What follows belongs to an exercise in optimizing a design on an open flow for small area; a production flow would make more cautious choices.
In this exercise RTL edits were held to simulation tests only and were not proved equivalent to the original.
No activity file was given, so power comes from the tool's default toggle rates.

===== flow/design.v =====
module mkvm_cond (
    input  wire [31:0] dec_word,
    output wire        cond_valid,
    output wire [3:0]  cond_code,
    output wire        err_cond,
    input  wire [3:0]  enc_cond_in,
    output wire [3:0]  enc_cond_out
);
    wire [3:0] key = dec_word[31:28];
    assign cond_valid   = ~&key;
    assign cond_code    = key & {4{cond_valid}};
    assign err_cond     = &key;
    assign enc_cond_out = enc_cond_in;
endmodule
module mkvm_class (
    input  wire [31:0] dec_word,
    output wire        class_valid,
    output wire [2:0]  class_id,
    output wire        err_class
);
    wire w27 = dec_word[27];
    wire w26 = dec_word[26];
    wire w25 = dec_word[25];
    wire w4  = dec_word[4];
    assign class_id[2] = w27;
    assign class_id[1] = ~w27 & w26 & w25;
    assign class_id[0] = w26 & (w27 | ~w25 | w4);
    assign class_valid = 1'b1;
    assign err_class   = 1'b0;
endmodule
module mkvm_class_enc (
    input  wire [2:0]  cls,
    input  wire [31:0] word_in,
    output wire [31:0] word_out
);
    assign word_out[31:28] = word_in[31:28];
    assign word_out[27]    = cls[2];
    assign word_out[26]    = cls[1] | cls[0];
    assign word_out[25]    = cls[2] | cls[1];
    assign word_out[24:5]  = word_in[24:5];
    assign word_out[4]     = cls[1] ? cls[0] : word_in[4];
    assign word_out[3:0]   = word_in[3:0];
endmodule
module mkvm_subform (
    input  wire [31:0] dec_word,
    output wire        subform_valid,
    output wire [3:0]  subform_id,
    output wire        subform_conflict,
    output wire        err_subform,
    output wire        dp_mnem           
);
    wire       op  = dec_word[25];
    wire [4:0] a   = dec_word[24:20];
    wire [3:0] b   = dec_word[7:4];
    wire gate = ~dec_word[27] & ~dec_word[26];
    wire m    = a[4] & ~a[3] & ~a[0];            
    wire b91  = b[3] & b[0];                     
    reg [3:0] id;
    always @(*) begin
        if (op) begin
            if (!m)                 id = 4'd8;
            else                    id = {2'b10, a[2] | a[1], ~a[2] | a[1]};
        end else if (!b91) begin
            if (!m)                 id = {3'b000, b[0]};
            else                    id = {3'b001, b[3]};
        end else if (!b[2] && !b[1]) begin
            id = {3'b010, a[4]};
        end else begin
            id = {3'b011, ~a[4] & a[1]};
        end
    end
    assign subform_valid    = gate;
    assign subform_id       = id & {4{gate}};
    assign subform_conflict = 1'b0;
    assign err_subform      = 1'b0;
    assign dp_mnem          = ~m & (op | ~b91);
endmodule
module mkvm_subform_enc (
    input  wire [3:0]  form,
    input  wire [31:0] word_in,
    output wire [31:0] word_out
);
    wire [3:0]  f = form;
    wire [31:0] w = word_in;
    assign word_out[31:26] = w[31:26];
    assign word_out[25] = f[3];
    assign word_out[24] = f[2] ? ((~f[1] & f[0]) | (f[1] & ~f[0] & w[24]))
                               : (f[1] | (f[3] & f[0]) | w[24]);
    assign word_out[23] = w[23] & ~((f[1] & ~f[2]) | (f[3] & f[0]));
    assign word_out[22] = (f[3] & f[1] & ~f[0]) | (w[22] & ~(f[3] & ~f[1] & f[0]));
    assign word_out[21] = (f[1] & f[0] & (f[3] | f[2])) | (w[21] & ~(f[3] & (f[1] ^ f[0])));
    assign word_out[20] = w[20] & ~((f[1] & ~f[2]) | (f[3] & f[0]));
    assign word_out[19:8] = w[19:8];
    assign word_out[7] = f[2] | (~f[3] & f[1] & f[0]) | (w[7] & (f[3] | ~(f[1] | f[0])));
    assign word_out[6] = w[6] & ~f[2];
    assign word_out[5] = f[2] ? f[1] : w[5];
    assign word_out[4] = f[2] | (~f[3] & ~f[1] & f[0]) | (w[4] & (f[3] | (f[1] & ~f[0])));
    assign word_out[3:0] = w[3:0];
endmodule
module mkvm_mnemonic (
    input  wire [31:0] dec_word,
    input  wire        is_swi,
    input  wire        is_und,
    output wire [23:0] swi_imm24,
    output wire [31:0] undef_word,
    input  wire [4:0]  enc_mnem_in,
    input  wire [23:0] enc_swi_imm24,
    input  wire [31:0] enc_undef_word,
    input  wire [31:0] enc_operand_bits,
    output wire [31:0] enc_word_out
);
    mkvm_gate24 u_swi (.en(is_swi), .d(dec_word[23:0]), .q(swi_imm24));
    mkvm_gate32 u_und (.en(is_und), .d(dec_word),       .q(undef_word));
    wire [31:0] ob = enc_operand_bits;
    wire [23:0] s  = enc_swi_imm24;
    wire [31:0] u  = enc_undef_word;
    wire e_ob, e_swi, e_und, e_br, e_lsbr, e_dpbr;
    wire nk23, nk22, nk21, nk20, ob7;
    mkvm_enc_ctl u_ctl (
        .m(enc_mnem_in), .u_hi(u[31:24]), .ob25(ob[25]), .ob24(ob[24]), .ob7_in(ob[7]), .ob4(ob[4]),
        .q_hi(enc_word_out[31:24]), .ob7(ob7),
        .e_ob(e_ob), .e_swi(e_swi), .e_und(e_und), .e_br(e_br), .e_lsbr(e_lsbr), .e_dpbr(e_dpbr),
        .nk23(nk23), .nk22(nk22), .nk21(nk21), .nk20(nk20)
    );
    mkvm_sel4 u_b23 (.a(ob[23]), .ea(e_lsbr), .b(s[23]), .eb(e_swi), .c(u[23]), .ec(e_und), .nk(nk23), .q(enc_word_out[23]));
    mkvm_sel4 u_b22 (.a(ob[22]), .ea(e_br),   .b(s[22]), .eb(e_swi), .c(u[22]), .ec(e_und), .nk(nk22), .q(enc_word_out[22]));
    mkvm_sel4 u_b21 (.a(ob[21]), .ea(e_lsbr), .b(s[21]), .eb(e_swi), .c(u[21]), .ec(e_und), .nk(nk21), .q(enc_word_out[21]));
    mkvm_sel4 u_b20 (.a(ob[20]), .ea(e_dpbr), .b(s[20]), .eb(e_swi), .c(u[20]), .ec(e_und), .nk(nk20), .q(enc_word_out[20]));
    wire [19:0] ob_lo = {ob[19:8], ob7, ob[6:0]};
    genvar i;
    generate
        for (i = 0; i < 20; i = i + 1) begin : g_lo
            mkvm_sel3 u_sel (.a(ob_lo[i]), .ea(e_ob), .b(s[i]), .eb(e_swi), .c(u[i]), .ec(e_und),
                             .q(enc_word_out[i]));
        end
    endgenerate
endmodule
module mkvm_mnem_dec (
    input  wire [27:20] w,
    input  wire         cond_valid,
    input  wire         dp_mnem,
    output reg  [4:0]   mnem_id,
    output wire         is_swi,
    output wire         is_und
);
    always @(*) begin
        casez (w[27:25])
            3'b00?:  mnem_id = dp_mnem ? {1'b0, w[24:21]} : 5'd23;      
            3'b010:  mnem_id = {3'b100, w[22], ~w[20]};                 
            3'b011:  mnem_id = 5'd23;                                   
            3'b10?:  mnem_id = {4'b1010, w[24]};                        
            default: mnem_id = 5'd22;                                   
        endcase
        if (!cond_valid) mnem_id = 5'd23;
    end
    assign is_swi = cond_valid & w[27] & w[26];
    assign is_und = ~cond_valid
                  | (~w[27] & ~w[26] & ~dp_mnem)
                  | (~w[27] & w[26] & w[25]);
endmodule
module mkvm_enc_ctl (
    input  wire [4:0]  m,
    input  wire [31:24] u_hi,        
    input  wire        ob25, ob24,   
    input  wire        ob7_in, ob4,  
    output wire [31:24] q_hi,
    output wire        ob7,          
    output wire        e_ob,         
    output wire        e_swi,        
    output wire        e_und,        
    output wire        e_br,         
    output wire        e_lsbr,       
    output wire        e_dpbr,       
    output wire        nk23, nk22, nk21, nk20
);
    wire hi   = m[4] & m[2] & m[1];              
    wire e_dp = ~m[4];                           
    wire e_ls = m[4] & ~m[2];                    
    assign e_br   = m[4] & m[2] & ~m[1];
    assign e_lsbr = m[4] & ~hi;
    assign e_dpbr = ~m[4] | e_br;
    assign e_swi  = hi & ~m[0];
    assign e_und  = hi & m[0];
    assign e_ob   = ~hi;
    wire k27 = e_br | e_swi;                                     
    wire k26 = e_ls | e_swi;                                     
    wire k24 = e_swi | (e_dp & m[3]) | (e_br & m[0]);            
    assign nk23 = ~(e_dp & m[2]);
    assign nk22 = ~((e_dp | e_ls) & m[1]);                       
    assign nk21 = ~(e_dp & m[0]);
    assign nk20 = ~((e_dp & m[3] & ~m[2]) | (e_ls & ~m[0]));     
    assign q_hi[31:29] = u_hi[31:29] | {3{~e_und}};
    assign q_hi[28]    = u_hi[28] & e_und;
    assign q_hi[27]    = (u_hi[27] & e_und) | k27;
    assign q_hi[26]    = (u_hi[26] & e_und) | k26;
    assign q_hi[25]    = (u_hi[25] & e_und) | (ob25 & e_dp) | k27;
    assign q_hi[24]    = (u_hi[24] & e_und) | (ob24 & e_ls) | k24;
    assign ob7 = ob7_in & ~(e_dp & ~ob25 & ob4);
endmodule
module mkvm_gate24 (
    input  wire        en,
    input  wire [23:0] d,
    output wire [23:0] q
);
    assign q = d & {24{en}};
endmodule
module mkvm_gate32 (
    input  wire        en,
    input  wire [31:0] d,
    output wire [31:0] q
);
    assign q = d & {32{en}};
endmodule
module mkvm_sel3 (
    input  wire a, ea,
    input  wire b, eb,
    input  wire c, ec,
    output wire q
);
    assign q = (a & ea) | (b & eb) | (c & ec);
endmodule
module mkvm_sel4 (
    input  wire a, ea,
    input  wire b, eb,
    input  wire c, ec,
    input  wire nk,
    output wire q
);
    assign q = (a & ea) | (b & eb) | (c & ec) | ~nk;
endmodule
module mkvm_decoder (
    input  wire        clk,
    input  wire [31:0] dec_word,
    output wire        cond_valid,
    output wire [3:0]  cond_code,
    output wire        class_valid,
    output wire [2:0]  class_id,
    output wire        subform_valid,
    output wire [3:0]  subform_id,
    output wire        subform_conflict,
    output wire        err_cond,
    output wire        err_class,
    output wire        err_subform,
    output wire [4:0]  mnem_id,
    output wire [23:0] swi_imm24,
    output wire [31:0] undef_word,
    output wire [31:0] word_out,
    input  wire [3:0]  enc_cond_in,
    output wire [3:0]  enc_cond_out,
    input  wire [2:0]  enc_class_in,
    input  wire [31:0] enc_class_word_in,
    output wire [31:0] enc_class_word_out,
    input  wire [3:0]  enc_subform_in,
    input  wire [31:0] enc_subform_word_in,
    output wire [31:0] enc_subform_word_out,
    input  wire [4:0]  enc_mnem_in,
    input  wire [23:0] enc_swi_imm24,
    input  wire [31:0] enc_undef_word,
    input  wire [31:0] enc_operand_bits,
    output wire [31:0] enc_word_out
);
    wire is_swi, is_und;
    mkvm_dec_ctl u_dec (
        .dec_word(dec_word), .cond_valid(cond_valid), .cond_code(cond_code), .err_cond(err_cond),
        .class_valid(class_valid), .class_id(class_id), .err_class(err_class),
        .subform_valid(subform_valid), .subform_id(subform_id), .subform_conflict(subform_conflict),
        .err_subform(err_subform), .mnem_id(mnem_id), .is_swi(is_swi), .is_und(is_und)
    );
    assign enc_cond_out = enc_cond_in;
    mkvm_class_enc u_class_enc (
        .cls      (enc_class_in),
        .word_in  (enc_class_word_in),
        .word_out (enc_class_word_out)
    );
    mkvm_subform_enc u_subform_enc (
        .form     (enc_subform_in),
        .word_in  (enc_subform_word_in),
        .word_out (enc_subform_word_out)
    );
    mkvm_mnemonic u_mnem (
        .dec_word         (dec_word),
        .is_swi           (is_swi),
        .is_und           (is_und),
        .swi_imm24        (swi_imm24),
        .undef_word       (undef_word),
        .enc_mnem_in      (enc_mnem_in),
        .enc_swi_imm24    (enc_swi_imm24),
        .enc_undef_word   (enc_undef_word),
        .enc_operand_bits (enc_operand_bits),
        .enc_word_out     (enc_word_out)
    );
    assign word_out = dec_word;
endmodule
module mkvm_dec_ctl (
    input  wire [31:0] dec_word,
    output wire        cond_valid,
    output wire [3:0]  cond_code,
    output wire        err_cond,
    output wire        class_valid,
    output wire [2:0]  class_id,
    output wire        err_class,
    output wire        subform_valid,
    output wire [3:0]  subform_id,
    output wire        subform_conflict,
    output wire        err_subform,
    output wire [4:0]  mnem_id,
    output wire        is_swi,
    output wire        is_und
);
    wire [31:0] w = dec_word;
    assign cond_valid = ~&w[31:28];
    assign cond_code  = w[31:28] & {4{cond_valid}};
    assign err_cond   = &w[31:28];
    assign class_id[2]  = w[27];
    assign class_id[1]  = ~w[27] & w[26] & w[25];
    assign class_id[0]  = w[26] & (w[27] | ~w[25] | w[4]);
    assign class_valid  = 1'b1;
    assign err_class    = 1'b0;
    wire       op   = w[25];
    wire [4:0] a    = w[24:20];
    wire [3:0] b    = w[7:4];
    wire       gate = ~w[27] & ~w[26];
    wire       m    = a[4] & ~a[3] & ~a[0];
    wire       b91  = b[3] & b[0];
    reg  [3:0] id;
    always @(*) begin
        if (op) begin
            if (!m)                 id = 4'd8;
            else                    id = {2'b10, a[2] | a[1], ~a[2] | a[1]};
        end else if (!b91) begin
            if (!m)                 id = {3'b000, b[0]};
            else                    id = {3'b001, b[3]};
        end else if (!b[2] && !b[1]) begin
            id = {3'b010, a[4]};
        end else begin
            id = {3'b011, ~a[4] & a[1]};
        end
    end
    assign subform_valid    = gate;
    assign subform_id       = id & {4{gate}};
    assign subform_conflict = 1'b0;
    assign err_subform      = 1'b0;
    wire dp_mnem = ~m & (op | ~b91);
    reg [4:0] mn;
    always @(*) begin
        casez (w[27:25])
            3'b00?:  mn = dp_mnem ? {1'b0, w[24:21]} : 5'd23;
            3'b010:  mn = {3'b100, w[22], ~w[20]};
            3'b011:  mn = 5'd23;
            3'b10?:  mn = {4'b1010, w[24]};
            default: mn = 5'd22;
        endcase
        if (!cond_valid) mn = 5'd23;
    end
    assign mnem_id = mn;
    assign is_swi = cond_valid & w[27] & w[26];
    assign is_und = ~cond_valid | (gate & ~dp_mnem) | (~w[27] & w[26] & w[25]);
endmodule

===== flow/flow/run.sh =====
#!/bin/bash
# Layout flow: the standard ORFS flow (standard.sh) with these changes:
#  - synthesis keeps the design's module hierarchy through technology
#    mapping (SYNTH_HIERARCHICAL=1, SYNTH_MINIMUM_KEEP_SIZE=0); the standard flow's
#    synthesis script then flattens it as usual;
#  - each module is mapped by ABC with several area-oriented scripts
#    (flow/abc_*.script) and keeps the mapping with the least cell area
#    (flow/abc_best.tcl);
#  - no half/full adder extraction before mapping (ADDER_MAP_FILE empty);
#  - the port buffers are the smallest buffer cell, sky130_fd_sc_hd__buf_1.
# Everything else is standard.sh unchanged. The make output goes to
# flow.log; ORFS's per-step logs are under orfs/logs/.
set -euo pipefail
work=$(pwd)
flowdir=$work/flow

# Synthesis script: the standard flow's, with the abc command replaced.
cat "$flowdir/abc_best.tcl" "$work/synth_recipe.tcl" > "$work/my_synth.tcl"
MY_ABC_SCRIPTS=$(ls "$flowdir"/abc_*.script | tr '\n' ':' | sed 's/:$//')
export MY_ABC_SCRIPTS

sed "s#SYNTH_SCRIPT=[^ ]*#SYNTH_SCRIPT=$work/my_synth.tcl#" "$work/standard.sh" > "$work/my_standard.sh"

export SYNTH_HIERARCHICAL=1
export SYNTH_MINIMUM_KEEP_SIZE=0
export ADDER_MAP_FILE=
export BUFFER_PORTS_ARGS="-buffer_cell sky130_fd_sc_hd__buf_1"

bash "$work/my_standard.sh" > "$work/flow.log" 2>&1

===== flow/flow/abc_amap.script =====
strash
dch -f
amap

===== flow/flow/abc_best.tcl =====
# ABC with the best of several scripts, chosen module by module by mapped
# cell area. MY_ABC_SCRIPTS lists the scripts, separated by ':'.
proc abc {args} {
  set scripts [split $::env(MY_ABC_SCRIPTS) ":"]
  set si [lsearch -exact $args -script]
  set li [lsearch -exact $args -liberty]
  set lib [lindex $args [expr {$li + 1}]]
  set statf $::env(OBJECTS_DIR)/abc_best_stat.txt
  yosys design -save abc_best_pre
  set best [dict create]
  set k 0
  foreach sc $scripts {
    yosys design -load abc_best_pre
    set a $args
    lset a [expr {$si + 1}] $sc
    if {[catch {yosys abc {*}$a}]} { incr k; continue }
    yosys tee -q -o $statf stat -liberty $lib
    set fh [open $statf r]
    set mod ""
    foreach line [split [read $fh] "\n"] {
      if {[regexp {^=== (\S+) ===} $line -> m]} { set mod $m }
      if {[regexp {Chip area for module '([^']+)': ([0-9.]+)} $line -> m area]} {
        if {![dict exists $best $m] || $area < [lindex [dict get $best $m] 1] - 1e-6} {
          dict set best $m [list $k $area]
        }
      }
    }
    close $fh
    incr k
  }
  yosys design -load abc_best_pre
  dict for {m v} $best {
    set sc [lindex $scripts [lindex $v 0]]
    puts "abc_best: $m [lindex $v 1] [file tail $sc]"
    set a $args
    lset a [expr {$si + 1}] $sc
    set sel $m
    if {[string index $m 0] eq "\\"} { set sel [string range $m 1 end] }
    yosys abc {*}$a $sel
  }
}

===== flow/flow/abc_nf.script =====
strash
&get -n
&st
&dch
&nf
&put

===== flow/flow/abc_p1.script =====
strash
&get -n
&st
&synch2
&nf -R 1000
&put

===== flow/flow/abc_p10.script =====
strash
refactor -z
rewrite -z
balance
&get -n
&st
&dch -f
&nf -R 1000
&put

===== flow/flow/abc_p11.script =====
strash
&get -n
&st
&dch -f
&nf -R 1000 -a
&put

===== flow/flow/abc_p12.script =====
strash
&get -n
&st
&if -K 4 -a
&mfs
&st
&dch -f
&nf -R 1000
&put

===== flow/flow/abc_p2.script =====
strash
dc2
balance
rewrite
refactor
balance
rewrite
rewrite -z
balance
refactor -z
rewrite -z
balance
&get -n
&st
&dch -f
&nf -R 1000
&put

===== flow/flow/abc_p3.script =====
strash
balance -l
resub -K 6 -l
rewrite -l
resub -K 6 -N 2 -l
refactor -l
resub -K 8 -l
balance -l
resub -K 8 -N 2 -l
rewrite -l
resub -K 10 -l
rewrite -z -l
resub -K 10 -N 2 -l
balance -l
resub -K 12 -l
refactor -z -l
resub -K 12 -N 2 -l
rewrite -z -l
balance -l
&get -n
&st
&dch -f
&nf -R 1000
&put

===== flow/flow/abc_p4.script =====
strash
&get -n
&st
&dc2
&dch
&nf -R 1000
&put
mfs2 -a

===== flow/flow/abc_p5.script =====
strash
balance
rewrite
refactor
balance
rewrite
rewrite -z
balance
refactor -z
rewrite -z
balance
dch -f
amap

===== flow/flow/abc_p6.script =====
strash
balance -l
resub -K 6 -l
rewrite -l
resub -K 6 -N 2 -l
refactor -l
resub -K 8 -l
balance -l
resub -K 8 -N 2 -l
rewrite -l
resub -K 10 -l
rewrite -z -l
resub -K 10 -N 2 -l
balance -l
resub -K 12 -l
refactor -z -l
resub -K 12 -N 2 -l
rewrite -z -l
balance -l
dch -f
map -a
mfs2 -a

===== flow/flow/abc_p7.script =====
strash
&get -n
&st
&syn3
&dch -f
&nf -R 1000
&put

===== flow/flow/abc_p8.script =====
strash
&get -n
&st
&syn4
&dch -f
&nf -R 1000
&put

===== flow/flow/abc_s1.script =====
strash
&get -n
&st
&syn2
&dch -f
&nf -R 1000
&put

===== flow/flow/abc_s3.script =====
strash
&get -n
&st
&dch -f
&nf -R 1000
&put
mfs2 -a
strash
&get -n
&st
&dch -f
&nf -R 1000
&put

===== flow/flow/abc_s5.script =====
strash
&get -n
&st
&dch -f
&nf -R 1000 -p
&put

===== flow/standard.sh =====
#!/bin/bash
# synth_recipe.tcl (not shown) runs the flow's synth.tcl, then flattens the netlist and writes it again
# the make line also repeats each setting of config.mk as NAME=value (left out here)
make -C /OpenROAD-flow-scripts/flow DESIGN_CONFIG=/design/flow/config.mk WORK_HOME=/design/flow/orfs CLKGATE_MAP_FILE= SYNTH_SCRIPT=/design/flow/synth_recipe.tcl "${@:-finish}"

===== flow/config.mk =====
export PLATFORM = sky130hd
export DESIGN_NAME = mkvm_decoder
export DESIGN_NICKNAME = mkvm_decoder
export VERILOG_FILES = /design/flow/design.v
export SDC_FILE = /design/flow/constraint.sdc
export NUM_CORES = 4
export LEC_CHECK = 0
export CAP_MARGIN = 20
export CORE_AREA = 6 6 114 114
export DIE_AREA = 0 0 120 120
export SLEW_MARGIN = 20

===== flow/constraint.sdc =====
create_clock -name core_clock -period 10.0 [get_ports {clk}]
set_input_delay 2.0000 -clock core_clock [delete_from_list [all_inputs] [get_ports {clk}]]
set_output_delay 2.0000 -clock core_clock [all_outputs]
set_load 0.01 [all_outputs]

==> results.toml, run 1 <==
[floorplanning]
dieArea_um2 = 14400
die_h_um = 120
fp.dieW_um = 120
start_util_pct = 17.3
core_area_um2 = 11100
num_rows = 38
io_pins = 412

[detailed_routing]
routed_wirelength_um = 13800
drt-initial-drc-count = 240
first_pass_iters = 10
viasPerCell = 4.61
avgRoutedWirePerCell_um = 21.7
drc = 0
ant_nets = 0
routed-via-count = 2937

[sta]
setup_tns_ns = 0
slew-limit-headroom_pct = 30.5
hold_viol_final = 0
fmax_ghz = 0.147
finalCriticalPeriod_ns = 6.80
finalWorstSetupSlack_ns = 3.20
fin_crit_sh_pct = 68.0
maxSlewViolCount = 0
rsz0062_at_grt = "no"
setup_viol = 0
worst_slew_pin_slew_ns = 1.04

[power]
total_power_mw = 0.122
p_sw_mw = 0.0801
clkPwrFrac_pct = 0
irDropWorstVdd_v = 0.0000242
combPwrFrac_pct = 100.0
power_frac_seq_pct = 0
power.density_nw_per_um2 = 48.7
p_sw_share_pct = 65.6
internal_power_mw = 0.0420
p_leak_nw = 0.767

[finish]
drive_gt1_share_pct = 0.402
n_fill_cell = 1338
register_area_um2 = 0
clock_buffer_count = 0
insertedDiodeCount = 0
flops_and_latches = 0
final_area_um2 = 2510
area_growth_pct = 30.4
layout.nets = 700

[cts]
cts_setup_buffers = 0
cts_hold_buf = 0
cts_resized = 0

[grt]
grt_usage_pct = 17.0
antenna_found_initial = 0
grt-ovfl-total = 0
grt_max_degree = 34
busiest_layer = "met2"
grt_pass1_vias = 2762
met3_usage_pct = 5.07
grt_pass1_wl_um = 18700
met2_usage_pct = 34.6
gr-usage-met1_pct = 16.2

[logic_synthesis]
synth_warnings = 7
synth-simple-area-share_pct = 33.5
synth_top_area_share_pct = 36.3
muxShareOfSynthArea_pct = 1.63
synth_top_family_by_area = "buffers and inverters"
yosysTopAreaCell = "buf_4"
syn-cell-area_um2 = 1920
syn_avg_cell_area_um2 = 6.45
synth_area_leaders = "buf_4 (36%), and2_0 (20%), a222oi_1 (13%)"
synthXorXnorAreaFrac_pct = 0
synth-seq-area-share_pct = 0
syn_inst = 298
synth.distinct_cells = 30
synthAdderAreaFrac_pct = 0
synth_compound_area_share_pct = 22.3

[setup_path]
required_ns = 8.00
worstPathMaxFanout = 26
worstSetupPathType = "primary input to output pin"
end_kind = "output pin"
start_kind = "primary input"
setup.worst_path.start = "enc_mnem_in[4]"
cp.arrival_ns = 4.80

[placed_design]
port_buffers = 289
gp_congestion = 0.887
dpl.hpwl_um = 12400
placed_area_um2 = 2500
dpl_worst_slack_ns = 3.42

[worst_hold_path]
min_path_type = "primary input to output pin"
hold_start = "enc_class_word_in[0]"

[flow_run]
drv_cap = 0

[run_status]
status = "complete, no violations"
power groups by stage:
stage                     clock network [mW]  registers, mW  logic [mW]
final                                      0              0       0.122
after global routing                       0              0       0.132
after CTS                                  0              0       0.123
after detailed placement                   0              0       0.122
after global placement                     0              0       0.122
after floorplan                            0              0      0.0870
synthesized netlist by cell type (all sizes together), types with 3 or more instances:
cell type  instances
o21ai             11
and2              61
nor3b              3
and3               3
nand2             17
buf               93
nor2              16
clkinv            30
nor3               4
a222oi            25
a21oi              6
or3                3
nand3              4
logic make-up after synthesis:
group / count (synthesis)
buf+inv: 123
simple gates: 117
compound gates: 53
mux: 3
other cells: 2
metal layers:
metal / vias up / routed length (um)
li1: 1342 / -
met1: 1345 / 4130
met2: 218 / 7780
met3: 32 / 1560
met4: 0 / 363
met5: - / 0
final timing paths:
kind                           endpoint  depth (start not counted)  slack (ns)
setup / recovery       enc_word_out[13]                          7        3.20
hold / removal    enc_class_word_out[0]                          0        4.00
modules after synthesis (local to each module, per instance), a selection:
module | cell area [um2] | cells inside | copies in the design | flops+latches
mkvm_decoder | 270 | 36 | 1 | 0
mkvm_sel3 | 13.8 | 2 | 20 | 0
mkvm_class_enc | 241 | 32 | 1 | 0
mkvm_sel4 | 13.8 | 2 | 4 | 0
mkvm_subform_enc | 298 | 48 | 1 | 0
mkvm_dec_ctl | 280 | 50 | 1 | 0
mkvm_gate32 | 200 | 32 | 1 | 0
mkvm_enc_ctl | 151 | 28 | 1 | 0
mkvm_gate24 | 150 | 24 | 1 | 0
per-stage QoR:
stage                     utilization [%]  cells  hold WS [ns]
final                                22.6    637          4.00
after global routing                 22.6    637          4.00
after CTS                            22.6    637          4.00
after detailed placement             22.6    637          4.00
after global placement               22.6    637          4.00
after floorplan                         -    300          4.05
cell type report:
class,count,area (um2),share of cell area [%]
Multi-Input combinational cell,177,1130,44.9
Timing Repair Buffer,290,1090,43.6
Tap cell,140,175,6.99
Inverter,30,113,4.49
placed cells by master (no fill, tap or decap), types with 2 or more instances in the layout:
| cell | count |
|---|---|
| buf_1 | 289 |
| and2_0 | 61 |
| clkinv_1 | 30 |
| a222oi_1 | 25 |
| nand2_1 | 17 |
| nor2_1 | 15 |
| o21ai_0 | 11 |
| a21oi_1 | 6 |
| nor3_1 | 4 |
| nand3_1 | 4 |
| conb_1 | 4 |
| nor3b_1 | 3 |
| and3_1 | 3 |
| or3_1 | 3 |
| or2_0 | 2 |
| mux2i_1 | 2 |
| a211o_1 | 2 |
| o311ai_0 | 2 |
critical path, stage by stage:
cell and delay (ns):
buf_1 0.22, nand3_1 0.78, nor2_1 0.95, buf_4 0.33, a222oi_1 0.14, clkinv_1 0.12, buf_1 0.25
==> run 2, diff against run 1 <==
--- a/flow/flow/abc_best.tcl
+++ b/flow/flow/abc_best.tcl
@@ -16,8 +16,12 @@
     if {[catch {yosys abc {*}$a}]} { incr k; continue }
     yosys tee -q -o $statf stat -liberty $lib
     set fh [open $statf r]
+    set txt [read $fh]
+    close $fh
+    # A script that leaves cells without a liberty area is not a mapping.
+    if {[string first "is unknown" $txt] >= 0} { incr k; continue }
     set mod ""
-    foreach line [split [read $fh] "\n"] {
+    foreach line [split $txt "\n"] {
       if {[regexp {^=== (\S+) ===} $line -> m]} { set mod $m }
       if {[regexp {Chip area for module '([^']+)': ([0-9.]+)} $line -> m area]} {
         if {![dict exists $best $m] || $area < [lindex [dict get $best $m] 1] - 1e-6} {
@@ -25,7 +29,6 @@
         }
       }
     }
-    close $fh
     incr k
   }
   yosys design -load abc_best_pre
==> flow/flow/abc_da0.script (new file) <==
strash
&get -n
&st
&deepsyn -J 50 -S 0
&nf -R 1000
&put
==> flow/flow/abc_da1.script (new file) <==
strash
&get -n
&st
&deepsyn -J 50 -S 1
&nf -R 1000
&put
==> flow/flow/abc_da2.script (new file) <==
strash
&get -n
&st
&deepsyn -J 50 -S 2
&nf -R 1000
&put
==> flow/flow/abc_da3.script (new file) <==
strash
&get -n
&st
&deepsyn -J 50 -S 3
&nf -R 1000
&put
==> flow/flow/abc_da4.script (new file) <==
strash
&get -n
&st
&deepsyn -J 50 -S 4
&nf -R 1000
&put
==> flow/flow/abc_da5.script (new file) <==
strash
&get -n
&st
&deepsyn -J 50 -S 5
&nf -R 1000
&put
==> flow/flow/abc_db2.script (new file) <==
strash
&get -n
&st
&deepsyn -J 50 -S 2
&dch -f
&nf -R 1000
&put
==> flow/flow/abc_db3.script (new file) <==
strash
&get -n
&st
&deepsyn -J 50 -S 3
&dch -f
&nf -R 1000
&put
removed: flow/flow/abc_p4.script
removed: flow/flow/abc_p6.script
==> run 2 against run 1 <==
Compared with the run above: still clean on timing, DRC and antenna; die area unchanged; final cell count decreased by 0.31%; combinational power about the same; clock-buffer cell count unchanged; synthesized cell count decreased by 1.3%; global-route usage decreased by 1.6 points; maximum frequency decreased by 3.7%; highest routed layer is now met5.
==> results.toml, run 2 <==
[setup_path]
cp_slowest_cell = "clkinv_1"
worstSetupPathType = "primary input to output pin"
critPathMaxStageDelay_ns = 0.89
setup.worst_path.start = "dec_word[27]"
cp_cell_sequence = "buf_1 -> nor2_1 -> and3_1 -> nor4_1 -> clkinv_1 -> and2_0 -> buf_1"
critical-path-top-delay-family = "simple AND/OR/NAND/NOR gates"
cp_num_cells = 7
crit_buf_inv = 3
worstPathMaxFanout = 32
critical_path.endpoint = "undef_word[22]"
cpMostUsedCell = "buf_1"
end_kind = "output pin"
cp.arrival_ns = 5.06
required_ns = 8.00
start_kind = "primary input"

[logic_synthesis]
synth-seq-area-share_pct = 0
synth_most_common_cell = "buf_4"
synth.distinct_cells = 31
synth_area_leaders = "buf_4 (37%), and2_0 (20%), a222oi_1 (13%)"
synthTopCellsByCount = "buf_4 (93), and2_0 (61), clkinv_1 (29)"
yosysTopAreaCell = "buf_4"
syn-cell-area_um2 = 1910
syn_avg_cell_area_um2 = 6.49
syn_inst = 294
synth_warnings = 7
synth_top_area_share_pct = 36.6

[floorplanning]
start_util_pct = 17.2
io_pins = 412
dieArea_um2 = 14400
core_area_um2 = 11100
die_h_um = 120
fp.dieW_um = 120
num_rows = 38

[detailed_routing]
routed-via-count = 2896
viasPerCell = 4.56
drc = 0
drt-initial-drc-count = 378
first_pass_iters = 8
routed_wirelength_um = 12700
ant_nets = 0
avgRoutedWirePerCell_um = 20.0

[power]
total_power_mw = 0.120
irDropWorstVdd_v = 0.0000260
power.density_nw_per_um2 = 48.1
p_leak_nw = 0.767

[sta]
fmax_ghz = 0.142
fin_crit_sh_pct = 70.6
worst_slew_pin_slew_ns = 1.04
rsz0062_at_grt = "no"
finalCriticalPeriod_ns = 7.06
setup_viol = 0
maxSlewViolCount = 0
slew-limit-headroom_pct = 30.6
setup_tns_ns = 0
hold_viol_final = 0

[finish]
layout.nets = 697
flops_and_latches = 0
final_common_cell = "buf_1"
register_area_um2 = 0
n_fill_cell = 1318
area_growth_pct = 30.9
drive_gt1_share_pct = 0.607
final_cell_mix = "buf_1 (289), and2_0 (61), clkinv_1 (29), a222oi_1 (25), nand2_1 (17)"
final_area_um2 = 2500
clock_buffer_count = 0

[placed_design]
dpl.hpwl_um = 11500
port_buffers = 289
placed_area_um2 = 2490
gp_congestion = 0.955

[cts]
cts_setup_buffers = 0
cts_hold_buf = 0
cts_resized = 0

[grt]
grt-ovfl-total = 0
grt_pass1_vias = 2612
grt_pass1_wl_um = 17300
grt_max_degree = 33
antenna_found_initial = 6
grt_usage_pct = 15.4

[run_status]
status = "complete, no violations"

[worst_hold_path]
min_path_type = "primary input to output pin"

[flow_run]
drv_cap = 0
## run 2: cell count changes in the layout (fill, tap and decap cells not counted), moves of 2 or more
cell | previous run | this run
nor2_1 | 15 | 12
mux2i_1 | 2 | 0
o211ai_1 | 1 | 3
nand3_1 | 4 | 2
and3_1 | 3 | 5
## run 2: metal layers
layer	global-route usage, %	up-vias	wire [um]
met5	0	-	82
met4	2.19	12	199
met3	9.63	38	2270
met2	24.6	221	5760
met1	17.8	1294	4410
li1	-	1331	-
## run 2: layout make-up
cell class	count	area, um2	area share [%]
Antenna cell	1	2.50	0.100
Inverter	29	109	4.36
Multi-Input combinational cell	174	1110	44.5
Tap cell	140	175	7.02
Timing Repair Buffer	291	1100	44.1
## run 2: cell families after synthesis
logic type | after synthesis | synth area share, %
buffers and inverters | 122 | 42.3
AOI/OAI and AO/OA | 54 | 23.0
other | 2 | 0.394
muxes | 1 | 0.591
and+or+nand+nor | 115 | 33.7
## run 2: how the worst min path moves through the flow
stage	from	end	depth (start not counted)
final	enc_class_word_in[12]	enc_class_word_out[12]	0
after floorplan	enc_subform_in[2]	enc_subform_word_out[6]	1
after detailed placement	enc_class_word_in[20]	enc_class_word_out[20]	0
after CTS	enc_class_word_in[20]	enc_class_word_out[20]	0
after global routing	enc_class_word_in[12]	enc_class_word_out[12]	0
after global placement	enc_class_word_in[20]	enc_class_word_out[20]	0
## run 2: per-module statistics from Yosys (local to each module, per instance), excerpt
module | times used | cell area, um2
mkvm_class_enc | 1 | 241
mkvm_dec_ctl | 1 | 269
mkvm_decoder | 1 | 270
mkvm_enc_ctl | 1 | 151
mkvm_gate24 | 1 | 150
mkvm_gate32 | 1 | 200
mkvm_sel3 | 20 | 13.8
mkvm_sel4 | 4 | 13.8
mkvm_subform_enc | 1 | 294
## run 2: metrics by stage
stage,hold slack (ns),setup WS [ns],util [%],std cells
floorplan,4.05,4.15,-,296
global placement,4.00,3.03,22.5,634
detailed placement,4.00,2.99,22.5,634
CTS,4.00,2.97,22.5,634
global route,4.00,2.61,22.5,634
finish,4.00,2.94,22.5,635
## run 2: power breakdown
| part | leakage (nW) | internal, mW | total (mW) | switching, mW |
|---|---|---|---|---|
| sequential | 0 | 0 | 0 | 0 |
| clock | 0.00000634 | 0.0000000135 | 0.0000000135 | 0 |
| combinational | 0.767 | 0.0421 | 0.120 | 0.0779 |
| total | 0.767 | 0.0421 | 0.120 | 0.0779 |
==> run 3, diff against run 2 <==
--- a/flow/flow/run.sh
+++ b/flow/flow/run.sh
@@ -7,7 +7,9 @@
 #    (flow/abc_*.script) and keeps the mapping with the least cell area
 #    (flow/abc_best.tcl);
 #  - no half/full adder extraction before mapping (ADDER_MAP_FILE empty);
-#  - the port buffers are the smallest buffer cell, sky130_fd_sc_hd__buf_1.
+#  - the port buffers are the smallest buffer cell, sky130_fd_sc_hd__buf_1;
+#  - the tie cells stay as synthesis made them (one for the constant 1
+#    outputs, one for the constant 0 outputs; SKIP_REPAIR_TIE_FANOUT=1).
 # Everything else is standard.sh unchanged. The make output goes to
 # flow.log; ORFS's per-step logs are under orfs/logs/.
 set -euo pipefail
@@ -25,5 +27,6 @@
 export SYNTH_MINIMUM_KEEP_SIZE=0
 export ADDER_MAP_FILE=
 export BUFFER_PORTS_ARGS="-buffer_cell sky130_fd_sc_hd__buf_1"
+export SKIP_REPAIR_TIE_FANOUT=1
 
 bash "$work/my_standard.sh" > "$work/flow.log" 2>&1
==> run 3 against run 2 <==
Compared with the run above: still clean; global-route usage shrank 1.5 points; non-clock buffer count shrank 1; maximum frequency is 0.61% lower; flip-flop and latch count did not move; setup slack got worse by 0.044 ns; via count fell by 3.1%; worst hold slack is the same; total power down 2.8%; core utilization hardly changed.
==> results.toml, run 3 <==
[detailed_routing]
routed-via-count = 2806
ant_nets = 0
viasPerCell = 4.43
avgRoutedWirePerCell_um = 18.4
drt-initial-drc-count = 193
routed_wirelength_um = 11700
drc = 0
first_pass_iters = 9

[placed_design]
port_buffers = 289
dpl_worst_slack_ns = 3.06
placed_area_um2 = 2480
dpl.hpwl_um = 10400
gp_congestion = 0.818

[grt]
grt_max_degree = 33
grt-ovfl-total = 0
antenna_found_initial = 3
grt_usage_pct = 13.9
grt_pass1_wl_um = 15900
grt_pass1_vias = 2626

[floorplanning]
num_rows = 38
core_area_um2 = 11100
io_pins = 412
dieArea_um2 = 14400
fp.dieW_um = 120
die_h_um = 120
start_util_pct = 17.2

[logic_synthesis]
synth_top_family_by_area = "buffers and inverters"
synthTopCellsByCount = "buf_4 (93), and2_0 (61), clkinv_1 (29)"
synth_most_common_cell = "buf_4"
synth-simple-area-share_pct = 33.7
yosysTopAreaCell = "buf_4"
synth_top_area_share_pct = 36.6
synth_compound_area_share_pct = 23.0
synth.distinct_cells = 31
synthAdderAreaFrac_pct = 0
muxShareOfSynthArea_pct = 0.591
syn_avg_cell_area_um2 = 6.49
synth_area_leaders = "buf_4 (37%), and2_0 (20%), a222oi_1 (13%)"
syn_inst = 294
synth-seq-area-share_pct = 0
synthXorXnorAreaFrac_pct = 0
synth_warnings = 7
syn-cell-area_um2 = 1910

[sta]
finalCriticalPeriod_ns = 7.11
rsz0062_at_grt = "no"
worst_slew_pin_slew_ns = 1.02
finalWorstSetupSlack_ns = 2.89
hold_viol_final = 0
setup_tns_ns = 0
slew-limit-headroom_pct = 31.6
fin_crit_sh_pct = 71.1
maxSlewViolCount = 0
fmax_ghz = 0.141
setup_viol = 0

[setup_path]
required_ns = 8.00
worstPathMaxFanout = 32
crit_buf_inv = 3
critical-path-top-delay-family = "simple AND/OR/NAND/NOR gates"
critPathMaxStageDelay_ns = 0.89
cp_cell_sequence = "buf_1 -> nor2_1 -> and3_1 -> nor4_1 -> clkinv_1 -> and2_0 -> buf_1"
start_kind = "primary input"
cp_slowest_cell = "clkinv_1"
cpMostUsedCell = "buf_1"
worstSetupPathType = "primary input to output pin"
end_kind = "output pin"
cp.arrival_ns = 5.11

[finish]
drive_gt1_share_pct = 0.611
area_growth_pct = 30.8
layout.nets = 694
flops_and_latches = 0
register_area_um2 = 0
n_fill_cell = 1314
final_common_cell = "buf_1"
clock_buffer_count = 0
final_area_um2 = 2490
final_cell_mix = "buf_1 (289), and2_0 (61), clkinv_1 (29), a222oi_1 (25), nand2_1 (17)"

[power]
p_leak_nw = 0.755
power.density_nw_per_um2 = 46.8
irDropWorstVdd_v = 0.0000191
total_power_mw = 0.117

[run_status]
status = "complete, no violations"

[flow_run]
drv_cap = 0

[worst_hold_path]
min_path_type = "primary input to output pin"

[cts]
cts_resized = 0
cts_hold_buf = 0
cts_setup_buffers = 0
==> run 3: cell count changes in the layout (fill, tap and decap cells not counted), sizes merged <==
cell   previous run  this run
diode             1         3
conb              4         2
buf             291       290
==> run 3: logic make-up after synthesis <==
logic type | Yosys count
buf+inv | 122
compound gates | 54
other cells | 2
simple gates | 115
mux | 1
==> run 3: final timing paths <==
check             startpoint                     end  slack, ns  cells after the start
max             dec_word[27]           undef_word[0]       2.89                      7
min    enc_class_word_in[24]  enc_class_word_out[24]       4.00                      0
==> run 3: area by class of cell <==
| type | instances | area [um2] | area share [%] |
|---|---|---|---|
| Antenna cell | 3 | 7.51 | 0.301 |
| Inverter | 29 | 109 | 4.37 |
| Multi-Input combinational cell | 172 | 1110 | 44.5 |
| Tap cell | 140 | 175 | 7.02 |
| Timing Repair Buffer | 290 | 1090 | 43.8 |
==> run 3: modules after synthesis, one instance, submodules excluded, a selection <==
module            flip-flops and latches  cells inside
mkvm_decoder                           0            36
mkvm_dec_ctl                           0            47
mkvm_gate32                            0            32
mkvm_gate24                            0            24
mkvm_class_enc                         0            32
mkvm_sel3                              0             2
mkvm_enc_ctl                           0            28
mkvm_sel4                              0             2
mkvm_subform_enc                       0            47
==> run 3: per-layer routing <==
layer	up-vias	wire, um	global-route usage [%]
li1	1329	-	-
met1	1264	3400	11.6
met2	173	6630	29.8
met3	40	1100	3.33
met4	0	546	5.93
met5	-	0	0
==> run 3: power breakdown <==
group          leakage (nW)  switching [mW]  internal, mW
combinational         0.755          0.0746        0.0421
sequential                0               0             0
clock             0.0000190               0  0.0000000401
==> run 3: metrics by stage <==
step | std cells | util [%] | hold slack (ns)
after floorplan | 294 | - | 4.05
after global placement | 631 | 22.4 | 4.00
after detailed placement | 631 | 22.4 | 4.00
after CTS | 631 | 22.4 | 4.00
after global routing | 634 | 22.5 | 4.00
final | 634 | 22.5 | 4.00
==> run 4, diff against run 3 <==
--- a/flow/design.v
+++ b/flow/design.v
@@ -1,61 +1,35 @@
-module mkvm_cond (
+module mkvm_dec_ctl (
     input  wire [31:0] dec_word,
     output wire        cond_valid,
     output wire [3:0]  cond_code,
     output wire        err_cond,
-    input  wire [3:0]  enc_cond_in,
-    output wire [3:0]  enc_cond_out
-);
-    wire [3:0] key = dec_word[31:28];
-    assign cond_valid   = ~&key;
-    assign cond_code    = key & {4{cond_valid}};
-    assign err_cond     = &key;
-    assign enc_cond_out = enc_cond_in;
-endmodule
-module mkvm_class (
-    input  wire [31:0] dec_word,
     output wire        class_valid,
     output wire [2:0]  class_id,
-    output wire        err_class
-);
-    wire w27 = dec_word[27];
-    wire w26 = dec_word[26];
-    wire w25 = dec_word[25];
-    wire w4  = dec_word[4];
-    assign class_id[2] = w27;
-    assign class_id[1] = ~w27 & w26 & w25;
-    assign class_id[0] = w26 & (w27 | ~w25 | w4);
-    assign class_valid = 1'b1;
-    assign err_class   = 1'b0;
-endmodule
-module mkvm_class_enc (
-    input  wire [2:0]  cls,
-    input  wire [31:0] word_in,
-    output wire [31:0] word_out
-);
-    assign word_out[31:28] = word_in[31:28];
-    assign word_out[27]    = cls[2];
-    assign word_out[26]    = cls[1] | cls[0];
-    assign word_out[25]    = cls[2] | cls[1];
-    assign word_out[24:5]  = word_in[24:5];
-    assign word_out[4]     = cls[1] ? cls[0] : word_in[4];
-    assign word_out[3:0]   = word_in[3:0];
-endmodule
-module mkvm_subform (
-    input  wire [31:0] dec_word,
+    output wire        err_class,
     output wire        subform_valid,
     output wire [3:0]  subform_id,
     output wire        subform_conflict,
     output wire        err_subform,
-    output wire        dp_mnem           
+    output wire [4:0]  mnem_id,
+    output wire        is_swi,
+    output wire        is_und
 );
-    wire       op  = dec_word[25];
-    wire [4:0] a   = dec_word[24:20];
-    wire [3:0] b   = dec_word[7:4];
-    wire gate = ~dec_word[27] & ~dec_word[26];
-    wire m    = a[4] & ~a[3] & ~a[0];            
-    wire b91  = b[3] & b[0];                     
-    reg [3:0] id;
+    wire [31:0] w = dec_word;
+    assign cond_valid = ~&w[31:28];
+    assign cond_code  = w[31:28] & {4{cond_valid}};
+    assign err_cond   = &w[31:28];
+    assign class_id[2]  = w[27];
+    assign class_id[1]  = ~w[27] & w[26] & w[25];
+    assign class_id[0]  = w[26] & (w[27] | ~w[25] | w[4]);
+    assign class_valid  = 1'b1;
+    assign err_class    = 1'b0;
+    wire       op   = w[25];
+    wire [4:0] a    = w[24:20];
+    wire [3:0] b    = w[7:4];
+    wire       gate = ~w[27] & ~w[26];
+    wire       m    = a[4] & ~a[3] & ~a[0];      
+    wire       b91  = b[3] & b[0];               
+    reg  [3:0] id;
     always @(*) begin
         if (op) begin
             if (!m)                 id = 4'd8;
@@ -73,7 +47,34 @@
     assign subform_id       = id & {4{gate}};
     assign subform_conflict = 1'b0;
     assign err_subform      = 1'b0;
-    assign dp_mnem          = ~m & (op | ~b91);
+    wire dp_mnem = ~m & (op | ~b91);             
+    reg [4:0] mn;
+    always @(*) begin
+        casez (w[27:25])
+            3'b00?:  mn = dp_mnem ? {1'b0, w[24:21]} : 5'd23;   
+            3'b010:  mn = {3'b100, w[22], ~w[20]};              
+            3'b011:  mn = 5'd23;                                
+            3'b10?:  mn = {4'b1010, w[24]};                     
+            default: mn = 5'd22;                                
+        endcase
+        if (!cond_valid) mn = 5'd23;
+    end
+    assign mnem_id = mn;
+    assign is_swi = cond_valid & w[27] & w[26];
+    assign is_und = ~cond_valid | (gate & ~dp_mnem) | (~w[27] & w[26] & w[25]);
+endmodule
+module mkvm_class_enc (
+    input  wire [2:0]  cls,
+    input  wire [31:0] word_in,
+    output wire [31:0] word_out
+);
+    assign word_out[31:28] = word_in[31:28];
+    assign word_out[27]    = cls[2];
+    assign word_out[26]    = cls[1] | cls[0];
+    assign word_out[25]    = cls[2] | cls[1];
+    assign word_out[24:5]  = word_in[24:5];
+    assign word_out[4]     = cls[1] ? cls[0] : word_in[4];
+    assign word_out[3:0]   = word_in[3:0];
 endmodule
 module mkvm_subform_enc (
     input  wire [3:0]  form,
@@ -135,29 +136,6 @@
         end
     endgenerate
 endmodule
-module mkvm_mnem_dec (
-    input  wire [27:20] w,
-    input  wire         cond_valid,
-    input  wire         dp_mnem,
-    output reg  [4:0]   mnem_id,
-    output wire         is_swi,
-    output wire         is_und
-);
-    always @(*) begin
-        casez (w[27:25])
-            3'b00?:  mnem_id = dp_mnem ? {1'b0, w[24:21]} : 5'd23;      
-            3'b010:  mnem_id = {3'b100, w[22], ~w[20]};                 
-            3'b011:  mnem_id = 5'd23;                                   
-            3'b10?:  mnem_id = {4'b1010, w[24]};                        
-            default: mnem_id = 5'd22;                                   
-        endcase
-        if (!cond_valid) mnem_id = 5'd23;
-    end
-    assign is_swi = cond_valid & w[27] & w[26];
-    assign is_und = ~cond_valid
-                  | (~w[27] & ~w[26] & ~dp_mnem)
-                  | (~w[27] & w[26] & w[25]);
-endmodule
 module mkvm_enc_ctl (
     input  wire [4:0]  m,
     input  wire [31:24] u_hi,        
@@ -291,68 +269,3 @@
     );
     assign word_out = dec_word;
 endmodule
-module mkvm_dec_ctl (
-    input  wire [31:0] dec_word,
-    output wire        cond_valid,
-    output wire [3:0]  cond_code,
-    output wire        err_cond,
-    output wire        class_valid,
-    output wire [2:0]  class_id,
-    output wire        err_class,
-    output wire        subform_valid,
-    output wire [3:0]  subform_id,
-    output wire        subform_conflict,
-    output wire        err_subform,
-    output wire [4:0]  mnem_id,
-    output wire        is_swi,
-    output wire        is_und
-);
-    wire [31:0] w = dec_word;
-    assign cond_valid = ~&w[31:28];
-    assign cond_code  = w[31:28] & {4{cond_valid}};
-    assign err_cond   = &w[31:28];
-    assign class_id[2]  = w[27];
-    assign class_id[1]  = ~w[27] & w[26] & w[25];
-    assign class_id[0]  = w[26] & (w[27] | ~w[25] | w[4]);
-    assign class_valid  = 1'b1;
-    assign err_class    = 1'b0;
-    wire       op   = w[25];
-    wire [4:0] a    = w[24:20];
-    wire [3:0] b    = w[7:4];
-    wire       gate = ~w[27] & ~w[26];
-    wire       m    = a[4] & ~a[3] & ~a[0];
-    wire       b91  = b[3] & b[0];
-    reg  [3:0] id;
-    always @(*) begin
-        if (op) begin
-            if (!m)                 id = 4'd8;
-            else                    id = {2'b10, a[2] | a[1], ~a[2] | a[1]};
-        end else if (!b91) begin
-            if (!m)                 id = {3'b000, b[0]};
-            else                    id = {3'b001, b[3]};
-        end else if (!b[2] && !b[1]) begin
-            id = {3'b010, a[4]};
-        end else begin
-            id = {3'b011, ~a[4] & a[1]};
-        end
-    end
-    assign subform_valid    = gate;
-    assign subform_id       = id & {4{gate}};
-    assign subform_conflict = 1'b0;
-    assign err_subform      = 1'b0;
-    wire dp_mnem = ~m & (op | ~b91);
-    reg [4:0] mn;
-    always @(*) begin
-        casez (w[27:25])
-            3'b00?:  mn = dp_mnem ? {1'b0, w[24:21]} : 5'd23;
-            3'b010:  mn = {3'b100, w[22], ~w[20]};
-            3'b011:  mn = 5'd23;
-            3'b10?:  mn = {4'b1010, w[24]};
-            default: mn = 5'd22;
-        endcase
-        if (!cond_valid) mn = 5'd23;
-    end
-    assign mnem_id = mn;
-    assign is_swi = cond_valid & w[27] & w[26];
-    assign is_und = ~cond_valid | (gate & ~dp_mnem) | (~w[27] & w[26] & w[25]);
-endmodule
==> run 4 against run 3 <==
Compared with the run above: still clean; first-iteration DRC count did not move; sequential share of layout area did not move; maximum frequency did not move; total power did not move; synthesized area did not move.
==> results.toml, run 4 <==
[finish]
clock_buffer_count = 0
final_common_cell = "buf_1"
final_cell_mix = "buf_1 (289), and2_0 (61), clkinv_1 (29), a222oi_1 (25), nand2_1 (17)"
area_growth_pct = 30.8
drive_gt1_share_pct = 0.611
layout.nets = 694
register_area_um2 = 0
flops_and_latches = 0
post-route-util_pct = 22.5
final_area_um2 = 2490

[sta]
maxSlewViolCount = 0
fin_crit_sh_pct = 71.1
finalCriticalPeriod_ns = 7.11
setup_tns_ns = 0
finalWorstSetupSlack_ns = 2.89
rsz0062_at_grt = "no"
hold_viol_final = 0
worst_slew_pin_slew_ns = 1.02
setup_viol = 0
slew-limit-headroom_pct = 31.6
fmax_ghz = 0.141

[cts]
cts_setup_buffers = 0
cts_resized = 0
cts_hold_buf = 0

[placed_design]
placed_area_um2 = 2480
port_buffers = 289
dpl.hpwl_um = 10400
dpl_worst_slack_ns = 3.06
gp_congestion = 0.818

[power]
total_power_mw = 0.117
combPwrFrac_pct = 100.0
p_leak_nw = 0.755
p_sw_mw = 0.0746
power.density_nw_per_um2 = 46.8
p_sw_share_pct = 63.9
clkPwrFrac_pct = 0
internal_power_mw = 0.0421
power_frac_seq_pct = 0
irDropWorstVdd_v = 0.0000191

[logic_synthesis]
syn_inst = 294
syn_avg_cell_area_um2 = 6.49
synthTopCellsByCount = "buf_4 (93), and2_0 (61), clkinv_1 (29)"
synth-seq-area-share_pct = 0
synth.distinct_cells = 31
synth_area_leaders = "buf_4 (37%), and2_0 (20%), a222oi_1 (13%)"
syn-cell-area_um2 = 1910
synth_warnings = 7
synth_most_common_cell = "buf_4"
yosysTopAreaCell = "buf_4"
synth_top_area_share_pct = 36.6

[floorplanning]
num_rows = 38
fp.dieW_um = 120
io_pins = 412
start_util_pct = 17.2
dieArea_um2 = 14400
die_h_um = 120
core_area_um2 = 11100

[setup_path]
cpMostUsedCell = "buf_1"
critPathMaxStageDelay_ns = 0.89
end_kind = "output pin"
start_kind = "primary input"
cp_slowest_cell = "clkinv_1"
worstSetupPathType = "primary input to output pin"
required_ns = 8.00
cp.arrival_ns = 5.11
worstPathMaxFanout = 32
cp_cell_sequence = "buf_1 -> nor2_1 -> and3_1 -> nor4_1 -> clkinv_1 -> and2_0 -> buf_1"

[detailed_routing]
drc = 0
routed-via-count = 2806
routed_wirelength_um = 11700
drt-initial-drc-count = 193
viasPerCell = 4.43
first_pass_iters = 9
ant_nets = 0
avgRoutedWirePerCell_um = 18.4

[grt]
grt-ovfl-total = 0
busiest_layer = "met2"
gr-usage-met1_pct = 11.6
antenna_found_initial = 3
met2_usage_pct = 29.8
met3_usage_pct = 3.33
grt_pass1_wl_um = 15900
grt_usage_pct = 13.9
grt_pass1_vias = 2626
grt_max_degree = 33

[run_status]
status = "complete, no violations"

[flow_run]
drv_cap = 0

[worst_hold_path]
min_path_cells = 0
min_path_type = "primary input to output pin"
## run 4: cell counts in the layout (fill, tap and decap cells not counted)
No cell type changed its count.
## run 4: area by class of cell
| class | instances | area, um2 |
|---|---|---|
| multi-input cells | 172 | 1110 |
| repair buffers | 290 | 1090 |
| inverters | 29 | 109 |
| well taps | 140 | 175 |
| diodes | 3 | 7.51 |
| fillers | 1314 | 8580 |
## run 4: metal layers
metal	routed length [um]	up-vias
met2	6630	173
met1	3400	1264
met5	0	-
met3	1100	40
met4	546	0
li1	-	1329
## run 4: modules after synthesis (local to each module, per instance), a selection
module	area, um2	times used	cells inside
mkvm_sel3	13.8	20	2
mkvm_sel4	13.8	4	2
mkvm_gate24	150	1	24
mkvm_gate32	200	1	32
mkvm_dec_ctl	269	1	47
mkvm_decoder	270	1	36
mkvm_class_enc	241	1	32
mkvm_subform_enc	294	1	47
mkvm_enc_ctl	151	1	28
## run 4: power groups by stage
stage,Combinational (mW),Clock [mW],Sequential (mW)
after floorplan,0.0869,0,0
after detailed placement,0.118,0,0
after global routing,0.128,0.0000000401,0
after CTS,0.119,0,0
after global placement,0.118,0,0
final,0.117,0.0000000402,0
## run 4: worst max-delay path: cells and delay by family
kind	cells	cell delay, ns
simple gates	4	1.60
buf+inv	3	1.49
## run 4: per-stage QoR
step	instances	hold slack, ns
after global placement	631	4.00
after CTS	631	4.00
after floorplan	294	4.05
final	634	4.00
after global routing	634	4.00
after detailed placement	631	4.00
## run 4: logic make-up (layout without fill, tap and decap cells)
| group | count (synthesis) | count (layout) | share of synthesized area [%] |
|---|---|---|---|
| compound gates | 54 | 54 | 23.0 |
| buf+inv | 122 | 319 | 42.3 |
| mux | 1 | 1 | 0.591 |
| other cells | 2 | 5 | 0.394 |
| simple gates | 115 | 115 | 33.7 |
## run 4: path summary, 6_finish.rpt
check | slack [ns] | from | end
setup / recovery | 2.89 | dec_word[27] | undef_word[0]
hold / removal | 4.00 | enc_class_word_in[24] | enc_class_word_out[24]
